From an optimization exercise on the open Yosys and OpenROAD flow, aimed at small area and a short achievable clock period; shortcuts taken in it are not production practice.
Only simulation tests tie the RTL to the original design; equivalence was not proved.

## rmdo_core
module rmdo_core (
    input  wire        clk,
    input  wire        rst,
    input  wire        tick,
    input  wire        cmd_valid,
    input  wire [31:0] cmd_word,
    output wire [7:0]  out_sample,
    output wire [31:0] result
);
export LEC_CHECK = 0
export ABC_AREA = 1
export CAP_MARGIN = 60
export CORE_MARGIN = 2
export CORE_UTILIZATION = 50
export PLACE_DENSITY = 0.75
export SLEW_MARGIN = 60
export SYNTH_MEMORY_MAX_BITS = 32768
create_clock -name core_clock -period 180.0 [get_ports {clk}]
run.sh (not shown) runs the stock make flow with config.mk's settings and CLKGATE_MAP_FILE= SYNTH_SCRIPT=/design/flow/synth_recipe.tcl, a recipe that flattens the netlist after the stock synthesis.
==> next run, changes <==
--- a/flow/config.mk
+++ b/flow/config.mk
@@ -10,4 +10,3 @@
 export CORE_MARGIN = 2
-export CORE_UTILIZATION = 50
-export PLACE_DENSITY = 0.75
+export CORE_UTILIZATION = 60
 export SLEW_MARGIN = 60
Effect: The changed run went through all stages and came out clean; core utilization increases by 11 points; critical path depth decreases by 1; global-route usage increases by 6.2 points; final cell count decreases by 2.8%; wire length decreases by about 0.5%; non-clock buffer count increases by 2.
==> next run, changes <==
--- a/flow/config.mk
+++ b/flow/config.mk
@@ -11,2 +11,4 @@
 export CORE_UTILIZATION = 60
+export GPL_ROUTABILITY_DRIVEN = 0
+export GPL_TIMING_DRIVEN = 0
 export SLEW_MARGIN = 60
What happened: Cell area rose by 1.8%. Non-clock buffer count grows by 135. Synthesized cell count does not change. Critical path depth climbs by 7.
==> next run, changes <==
--- a/flow/config.mk
+++ b/flow/config.mk
@@ -8,8 +8,6 @@
 export ABC_AREA = 1
-export CAP_MARGIN = 60
+export CAP_MARGIN = 90
 export CORE_MARGIN = 2
 export CORE_UTILIZATION = 60
-export GPL_ROUTABILITY_DRIVEN = 0
-export GPL_TIMING_DRIVEN = 0
-export SLEW_MARGIN = 60
+export SLEW_MARGIN = 90
 export SYNTH_MEMORY_MAX_BITS = 32768
Now the flow did not get past 3_5_place_dp, error DPL-0038.
Synthesized area stays the same.
Synthesized cell count stays the same.

========
Setup of run A:
Starting RTL as in the previous note.
make LEC_CHECK=0 ABC_AREA=1 CAP_MARGIN=20 CORE_MARGIN=2 CORE_UTILIZATION=60 SLEW_MARGIN=20 SYNTH_MEMORY_MAX_BITS=32768 finish   # period 180.0 ns
Every stage of the flow completed for run A, and the final layout passed the timing, design-rule and antenna checks.
Input-level comparison between run B and run A:
-- flow/config.mk --
<<< run A, line 7
export LEC_CHECK = 0
export ABC_AREA = 1
export CAP_MARGIN = 20
export CORE_MARGIN = 2
export CORE_UTILIZATION = 60
export SLEW_MARGIN = 20
export SYNTH_MEMORY_MAX_BITS = 32768
>>> run B, line 7
export LEC_CHECK = 0
export ABC_AREA = 1
export CAP_MARGIN = 40
export CORE_MARGIN = 2
export CORE_UTILIZATION = 60
export SLEW_MARGIN = 40
export SYNTH_MEMORY_MAX_BITS = 32768
## What came out
The routed wire length on met3 reported for run B is greater than that of run A by 0.38%. Status: multi-input gate share of total cell area parity (run B, run A). As far as final cell count is concerned, run B and run A perform about the same. There was hardly any difference in number of vias in the routed layout between run B and run A. Run B vs run A: largest stage delay on the critical path down. On minimum hold slack, run A and run B are basically level. Worst endpoint required time (lower): run A.
The following lists how run C was set up differently from run B:
-- flow/config.mk --
<<< run B, line 7
export LEC_CHECK = 0
export ABC_AREA = 1
export CAP_MARGIN = 40
export CORE_MARGIN = 2
export CORE_UTILIZATION = 60
export SLEW_MARGIN = 40
export SYNTH_MEMORY_MAX_BITS = 32768
>>> run C, line 7
export LEC_CHECK = 0
export ABC_AREA = 1
export CAP_MARGIN = 75
export CORE_MARGIN = 2
export CORE_UTILIZATION = 55
export SLEW_MARGIN = 75
export SYNTH_MEMORY_MAX_BITS = 32768
## What came out
- Changes observed in run C relative to run B: setup slack rose 1660 ps, number of fill cells rose 13%, share of the clock period used by the worst path fell 0.92 points, via count of the first global-routing pass fell 176.
- Every stage of the flow completed for run B, and the final layout passed the timing, design-rule and antenna checks.
- Run C | status: complete | timing, DRC, antenna: pass
- Run C ends up with a register area that is about 0.4% higher than in run B.

## separate check: timing with driven ports
In the flow no input, the clock included, has a driving cell. The finished layouts below were timed again as built, in two steps.
Step 1, drivers: a clkbuf_16 drives clk and a buf_2 each remaining input, both assumed.
Step 2 times the ports against the registers' clock, not the clock port: input delays grow and output delays shrink by t, the midpoint of the rising clock arrivals with the driver on.
a / b / c = no drivers / after step 1 / after step 2; a / b = the first two.
| run | shift t [ns] | setup WS [ns] | cell pins on the clock port's net |
|---|---|---|---|
| the first run of note 1 | 0.637 | 118.046 / 118.082 / 117.445 | 1 |
| the second run of note 1 | 0.611 | 118.277 / 118.305 / 117.694 | 1 |
| the third run of note 1 | 0.623 | 117.236 / 117.268 / 116.645 | 1 |
| run A | 0.625 | 117.001 / 116.942 / 117.033 | 1 |
| run B | 0.603 | 117.371 / 117.400 / 116.798 | 1 |
| run C | 0.601 | 119.033 / 118.976 / 118.799 | 1 |
After both steps every run listed still meets setup and hold. The setup slack of the first run of note 1, which loses most, moves by +0.036 ns with the drivers and by -0.601 ns with both steps.
